From an optimization exercise on the open Yosys and OpenROAD flow, aimed at small area, a short achievable clock period and few clock cycles; shortcuts taken in it are not production practice.
Power figures rest on the tool's default switching activity, not on a simulated workload.

== violet ==
## upe_link
module upe_link (
    input  wire        clk,
    input  wire        rst,
    input  wire        strict,
    input  wire        rx_valid,
    input  wire [7:0]  rx_data,
    output wire        rx_ready,
    output reg         ro_valid,
    input  wire        ro_ready,
    output reg  [1:0]  ro_kind,
    output reg  [7:0]  ro_data,
    output wire [15:0] ro_crc_calc,
    output wire [15:0] ro_crc_recv,
    input  wire        ti_valid,
    input  wire [7:0]  ti_data,
    output wire        ti_ready,
    output reg         to_valid,
    input  wire        to_ready,
    output reg  [7:0]  to_data
);
export LEC_CHECK = 0
export ABC_CLOCK_PERIOD_IN_PS = 2000
export CAP_MARGIN = 20
export CORE_MARGIN = 2
export CORE_UTILIZATION = 40
export SETUP_SLACK_MARGIN = 1.5
export SLEW_MARGIN = 20
create_clock -name core_clock -period 4.0 [get_ports {clk}]
run.sh (not shown) runs the stock make flow with config.mk's settings and CLKGATE_MAP_FILE= SYNTH_SCRIPT=/design/flow/synth_recipe.tcl, a recipe that flattens the netlist after the stock synthesis.
violet ended with every stage complete and zero timing, DRC or antenna violations.
For tundra, these inputs were changed with respect to violet:
-- flow/design.v --
<<< violet, line 81
    wire       rx_take  = rx_valid && rx_ready;
    wire       ro_free  = !ro_valid || ro_ready;
    wire [7:0]  rkey     = key(rkidx);
    wire [7:0]  rx_plain = rx_data ^ rkey;
    wire [15:0] crc_next = crc_update(ro_data, crc_calc);
    wire       crc_ok   = (crc_calc == rcnt);
    reg        rp;
>>> tundra, line 81
    wire       rx_take  = rx_valid && rx_ready;
    wire       ro_free  = !ro_valid || ro_ready;
    wire [7:0] rx_plain = rx_data ^ key(rkidx);
    wire       crc_ok   = (crc_calc == rcnt);
    reg        rp;
<<< violet, line 124
    always @(posedge clk) begin
        if (ro_new)
            crc_calc <= crc_next;
        if (rx_take) begin
            case (stage)
>>> tundra, line 122
    always @(posedge clk) begin
        if (ro_new)
            crc_calc <= crc_update(ro_data, crc_calc);
        if (rx_take) begin
            case (stage)
<<< violet, line 221
    assign ti_ready = !tin[1] || (tstate[3] && !tsk_valid);
    wire tx_take = ti_valid && ti_ready;
    wire [7:0]  tkey      = key(tkidx);
    wire [15:0] tcrc_next = crc_update(ti_data, tcrc);
    reg       tg;
    reg [7:0] tg_data;
>>> tundra, line 219
    assign ti_ready = !tin[1] || (tstate[3] && !tsk_valid);
    wire tx_take = ti_valid && ti_ready;
    reg       tg;
    reg [7:0] tg_data;
<<< violet, line 248
                T_PAY: begin
                    tg      = ti_valid;
                    tg_data = ti_data ^ tkey;
                end
                T_K0: begin
                    tg      = 1'b1;
                    tg_data = tcrc[7:0] ^ tkey;
                end
                T_K1: begin
                    tg      = 1'b1;
                    tg_data = tcrc[15:8] ^ tkey;
                end
                T_DC: begin
>>> tundra, line 244
                T_PAY: begin
                    tg      = ti_valid;
                    tg_data = ti_data ^ key(tkidx);
                end
                T_K0: begin
                    tg      = 1'b1;
                    tg_data = tcrc[7:0] ^ key(tkidx);
                end
                T_K1: begin
                    tg      = 1'b1;
                    tg_data = tcrc[15:8] ^ key(tkidx);
                end
                T_DC: begin
<<< violet, line 287
        end
        if (tg && tstate == T_PAY) begin
            tcrc  <= tcrc_next;
            tcnt  <= tcnt - 16'd1;
            tkidx <= tkidx + 4'd1;
>>> tundra, line 283
        end
        if (tg && tstate == T_PAY) begin
            tcrc  <= crc_update(ti_data, tcrc);
            tcnt  <= tcnt - 16'd1;
            tkidx <= tkidx + 4'd1;
[summary]
- Switching portion of total power in tundra vs violet: down 3.6 points
- On hold-critical path depth: between violet and tundra, it ends up lower for tundra.
- Max non-clock buffer count across violet and tundra: tundra
- Diff violet -> tundra: stage delay of the slowest cell on the critical path decreased 0.14 ns; total length of routed wires decreased 610 um; post-DP HPWL decreased 770 um; area after synthesis essentially unchanged; final critical-path share of the clock period decreased 1.4 points.
- Re worst max-slew margin expressed relative to the limit: tundra is 4.5 points down on violet.
No functional check of the RTL was part of any run of this note.

-- static timing again, ports no longer ideal --
The flow's constraints put no driver on any port. The routed layouts listed below were extracted and timed again, unchanged, in two steps. Step 1 assumes that a clkbuf_16 drives the clock port and a buf_2 every other input. Step 2 times the ports against the registers' clock, not the clock port: input delays grow and output delays shrink by t, the midpoint of the rising clock arrivals with the driver on. Slacks: ideal / step 1 / step 2; pairs: ideal / step 1.
| run | t, ns | slack for setup (ns) | latest minus earliest clock arrival (ns) |
|---|---|---|---|
| violet | 0.468 | 1.512 / 1.512 / 1.077 | 0.009 / 0.009 |
| tundra | 0.464 | 1.569 / 1.532 / 1.205 | 0.012 / 0.012 |
After both steps setup and hold are still met in every run listed. For violet, which loses most, drivers alone change the setup slack by 0.000 ns; drivers and shift together by -0.435 ns.
